Source: an optimization exercise on an open RTL-to-GDS flow (aim: small area, a short achievable clock period and few clock cycles per item). Production flows keep margins and buffers that such runs may drop. In this exercise RTL edits were held to simulation tests only and were not proved equivalent to the original.

==> flow/design.v (outline; a module is shown in full before it is edited, if it fits) <==
// module xover_core: 419 lines
// module bmul_cs66_1le: 128 lines
// module bmul_cs66_1e: 128 lines
// module bmul_cs64_0e: 125 lines
// module bmul_cs64_1le: 128 lines
module xover_core (
    input  wire        clk,
    input  wire        rst,           
    input  wire        cfg_we,
    input  wire [5:0]  cfg_addr,      
    input  wire [31:0] cfg_wdata,
    input  wire        clr,           
    input  wire        in_valid,
    output wire        in_ready,
    input  wire [31:0] in_data,
    output wire        out_valid,
    input  wire        out_ready,
    output wire [31:0] out_band0,
    output wire [31:0] out_band1,
    output wire [31:0] out_band2,
    output wire [31:0] out_band3
);
  // ...
==> flow/run.sh <==
#!/bin/bash
# synth_recipe.tcl (not shown) runs the flow's synth.tcl, then flattens the netlist and writes it again
# the make line also repeats each setting of config.mk as NAME=value (left out here)
make -C /OpenROAD-flow-scripts/flow DESIGN_CONFIG=/design/flow/config.mk WORK_HOME=/design/flow/orfs CLKGATE_MAP_FILE= SYNTH_SCRIPT=/design/flow/synth_recipe.tcl finish
==> flow/config.mk <==
export PLATFORM = sky130hd
export DESIGN_NAME = xover_core
export DESIGN_NICKNAME = xover_core
export VERILOG_FILES = /design/flow/design.v
export SDC_FILE = /design/flow/constraint.sdc
export NUM_CORES = 4
export LEC_CHECK = 0
export ABC_CLOCK_PERIOD_IN_PS = 5000
export CAP_MARGIN = 40
export CORE_MARGIN = 2
export CORE_UTILIZATION = 40
export PLACE_DENSITY = 0.5
export SETUP_SLACK_MARGIN = 5
export SLEW_MARGIN = 65
==> flow/constraint.sdc <==
create_clock -name core_clock -period 18.5 [get_ports {clk}]
set_input_delay 3.7000 -clock core_clock [delete_from_list [all_inputs] [get_ports {clk}]]
set_output_delay 3.7000 -clock core_clock [all_outputs]
set_load 0.01 [all_outputs]
==> summary.md, run 1 <==
| Metric | Value |
|---|---|
| Status | finished clean |
| Num sequential | 4,844 |
| Routed len/inst | 32.1 um |
| Vias in the first global route | approximately 230k |
| WL met1 | about 490 mm |
| Register area | 132,000 um^2 |
| Synth top area share | 0.320 |
| HPWL after DPL | 843 mm |
| Setup Crit Path Kind | flop to output port |
| Worst Hold End | r2_e2[0] |
| # hold bufs at CTS | 0 |
| Register area share after synthesis | 0.411 |
| Post-synth EDFFs | between 3,000 and 4,000 |
| Cell area after synthesis | approximately 320,000 um^2 |
| CTS tree | built |
| Most common cell after layout, fill and taps aside | edfxtp_1 |
| Hold path start | p_se2[0] |
| Total Routing Usage GR | 0.297 |
| Core area | 797,000 um^2 |
| WHS Path Cells | 0 |
| GRT Max-Usage Layer | met2 |
| Max-slew headroom | 0.581 |
| Setup Slack @ Placement | between 10,000 and 15,000 ps |
| Detailed-route wire length | 1230 mm |
| Ys flop type | edfxtp_1 |
| Gpl congestion | approximately 0.9 |
| Mapped Cells | 27,600 |
| Crit. End Element | output port |
| Clk slew on worst S/H paths | 50 ps |
| CP endpoint | out_valid |
Testbench counts, summed over its fixed seeds: cycles 14,400, items 1,536.
==> run 2: changes to the inputs <==
--- a/flow/config.mk
+++ b/flow/config.mk
@@ -9,6 +9,6 @@
 export CAP_MARGIN = 40
 export CORE_MARGIN = 2
-export CORE_UTILIZATION = 40
-export PLACE_DENSITY = 0.5
+export CORE_UTILIZATION = 32
+export PLACE_DENSITY = 0.42
 export SETUP_SLACK_MARGIN = 5
 export SLEW_MARGIN = 65
==> summary.md, run 2 <==
| Metric | Value |
|---|---|
| First-pass DRT Iterations | 6 (was 8) |
| Placement Rows | 366 (was 328) |
| Die height | 1.00 mm (was 897 um) |
| Top-level port count | 206 (unchanged) |
| Max-slew headroom | 0.606 (was 0.581) |
| Mean post-synth cell area | 11.6 um^2 (unchanged) |
| Via Count | 227,000 (was 229,000) |
| H-tree depth | 6 (unchanged) |
| Post-synth EDFFs | 3,402 (unchanged) |
| Achievable Freq | 163 MHz (was 167 MHz) |
| Area grow syn2layout | 16.4% (was 15.0%) |
| Nets | 31,600 (was 31,500) |
| Synth cell types | 105 (unchanged) |
| Quantity of I/O buffers inserted on ports | 205 (unchanged) |
| Commonest cells post-synth | edfxtp_1 (3,402), a22oi_1 (3,211), inv_1 (3,139) (unchanged) |
| Arrival time worst endpoint | 7100 ps (was 2280 ps) |
| Synth top area share | 0.320 (unchanged) |
| Period utilization | 0.331 (was 0.323) |
| Longest Clk Path Bufs | 5 (was 4) |
| Final Critical Period | 6130 ps (was 5980 ps) |
| Cell area after synthesis | 319,000 um^2 (unchanged) |
| Post-CTS sizing | 0 (unchanged) |
| Worst Tran Pin Value | 591 ps (was 628 ps) |
| Crit. End Element | flop (was output port) |
| Synth Warn # | 11 (unchanged) |
| Routed Antenna Nets | 0 (unchanged) |
| Seq cells post-synth | 4,844 (unchanged) |
| Core area | 994,000 um^2 (was 797,000 um^2) |
| Register area share after synthesis | 0.411 (unchanged) |
| Clk sinks | 4,844 (unchanged) |
| Worst path slowest cell | dfxtp_1 (was clkdlybuf4s50_1) |
| Avg Vias per Cell | 5.52 (was 5.98) |
| Ys flop type | edfxtp_1 (unchanged) |
| Crit path largest cell delay | 550 ps (was 610 ps) |
| RSZ-0062 raised after global routing | no (unchanged) |
| Post-CTS setup buffer count | 0 (unchanged) |
| Launching element type of the critical path | flop (unchanged) |
| Starting Density | 0.321 (was 0.401) |
| Total negative slack | 0 ps (unchanged) |
| Final Hold Viols | 0 (unchanged) |
| Setup Crit Path Kind | flop to flop (was flop to output port) |
| Die area | 1,010,000 um^2 (was 805,000 um^2) |
| Mapped Cells | 27,600 (unchanged) |
| CTS tree | built (unchanged) |
| Synthesized net count | 31,800 (unchanged) |
| Drt drc | 0 (unchanged) |
| Clock Skews | 113 ps (about the same) |
| Largest net degree at the start of global routing | 84 (was 76) |
| Detailed-route wire length | 1310 mm (was 1230 mm) |
| Gpl congestion | 0.881 (was 0.917) |
| Total Routing Usage GR | 0.254 (was 0.297) |
| CTS root buf | clkbuf_16 (unchanged) |
| Max cap viols | 0 (unchanged) |
| Most common cell after layout, fill and taps aside | edfxtp_1 (unchanged) |
| Vias in the first global route | 236,000 (was 234,000) |
| Final number of max-transition violations | 0 (unchanged) |
| Worst-path cell chain | nand2b_1, nor2_4, buf_4, buf_6, buf_4, buf_6, buf_4, a221oi_1, a31oi_1, fa_1, inv_1, fa_1, fa_1, inv_1, fa_1 (was clkdlybuf4s50_1) |
| Horiz. Die Dim | 1.00 mm (was 897 um) |
| Post-route insts no fill | 41,100 (was 38,400) |
| Most frequent cell after synthesis | edfxtp_1 (unchanged) |
| HP Class | flop to flop (unchanged) |
| Layout cell share with drive strength beyond 1 | 0.113 (was 0.110) |
| GRT overflow | 0 (unchanged) |
| Routed len/inst | 31.8 um (was 32.1 um) |
| Status | finished clean (unchanged) |
| Iteration-0 DRC Markers | 21,900 (was 25,400) |
| Initial antenna violation count | 104 (was 78) |
| Clock Latency Late Sink | 1100 ps (was 1200 ps) |
| HPWL after DPL | 898 mm (was 843 mm) |
| TritonCTS Buffers | 593 (was 560) |
| First-pass GRT wire length | 1850 mm (was 1750 mm) |
| Registers with the highest flip-flop counts | dl0 (768), dl1 (768) (unchanged) |
| Critical Path Fanout Max | 37 (was 2) |
| Commonest cells after routing, fill and taps aside | edfxtp_1 (3,402), a22oi_1 (3,211), inv_1 (3,133), fa_1 (2,795), xnor2_1 (1,827) (was edfxtp_1 (3,402), a22oi_1 (3,211), inv_1 (3,130), fa_1 (2,795), xnor2_1 (1,830)) |
| Synth top area cells | edfxtp_1 (32%), fa_1 (18%), dfxtp_1 (9.0%) (unchanged) |
| Clk slew on worst S/H paths | 60 ps (was 50 ps) |
| Dominant cell type by area after synthesis | edfxtp_1 (unchanged) |
| Placed cell count | 40,000 (was 37,200) |
| # hold bufs at CTS | 0 (unchanged) |
| CP dominant cell by count | fa_1 |
| Final Setup Violations | 0 (unchanged) |
| CP Data Required Time | 19,470 ps (was 14,800 ps) |
| Post-synthesis async set-or-reset flop share | 0 (unchanged) |
==> run 2: critical path: cells and delay by family (launching register included) <==
family	cells	cell delay, ps
AOI/OAI and AO/OA	2	550
DFF	1	550
buffers and inverters	7	2400
adders and majority gates	4	1900
and+or+nand+nor	2	470
==> run 2: cells by family (layout without fill, tap and decap cells) <==
logic type | count (synthesis) | after routing | share of synthesized area
AOI/OAI and AO/OA | 6695 | 6695 | 0.151
buffers and inverters | 5456 | 5687 | 0.0644
other | 0 | 70 | 0
DFF | 4844 | 4844 | 0.411
and+or+nand+nor | 2589 | 2589 | 0.0363
xor gates and xnor gates | 3595 | 3595 | 0.0987
muxes | 282 | 282 | 0.0115
adders and majority gates | 4134 | 4134 | 0.228
==> run 2: cell type report <==
| type | count | area (um^2) |
|---|---|---|
| inverter | 3148 | 11900 |
| fill | 96300 | 622000 |
| clock inverter | 270 | 2750 |
| tap | 13200 | 16600 |
| clock buffer | 799 | 16300 |
| multi-input combinational | 17300 | 173000 |
| timing repair buffer | 1470 | 19800 |
| sequential | 4844 | 132000 |
| antenna | 70 | 175 |
==> run 2: through the flow <==
step / instance area [um^2] / worst slack [ps] / hold slack [ps] / util
6_report: 372000 / 12370 / 304 / 0.374
5_1_grt: 371000 / 12140 / 303 / 0.374
4_1_cts: 370000 / 12360 / 296 / 0.372
3_5_place_dp: 351000 / 12360 / 312 / 0.353
3_3_place_gp: 337000 / 11920 / 311 / 0.340
2_1_floorplan: 319000 / 8080 / 310 / -
==> run 2: path summary, 6_finish.rpt <==
check	from	to	slack, ps	depth (start not counted)
max reg2reg	r1_rec[1]	p_se1[41]	12370	15
min	q_par	r3_par	300	0
max	r1_rec[1]	p_se1[41]	12370	15
min reg2reg	q_par	r3_par	300	0
==> run 2: per-layer routing <==
layer / vias to the layer above / share of wire / track usage
met4: 50 / 0.054 / 0.119
li1: 96000 / - / -
met3: 2264 / 0.070 / 0.0467
met2: 9314 / 0.46 / 0.407
met1: 120000 / 0.42 / 0.333
met5: - / 0.00030 / 0.000472

==> port drivers added, routing unchanged <==
Ports are ideal in the flow. The routed layouts listed here were re-timed in OpenROAD. Step 1: set_driving_cell puts a clkbuf_16 on clk and a buf_2 on each other input, an assumption about the parent block. Step 2, shift: input delay + t, output delay - t, t = (earliest + latest rising clock arrival at the registers) / 2. This alone moves slack from input paths to output paths. Slacks: no drivers / after step 1 / after step 2; pairs: no drivers / after step 1.
run | shift t [ns] | setup slack, ns | worst slew at a driven data input, ns
run 1 | 1.285 | 12.517 / 12.369 / 12.559 | 0.10
run 2 | 1.206 | 12.370 / 12.370 / 12.370 | 0.08
After both steps setup and hold are still met in every run listed.
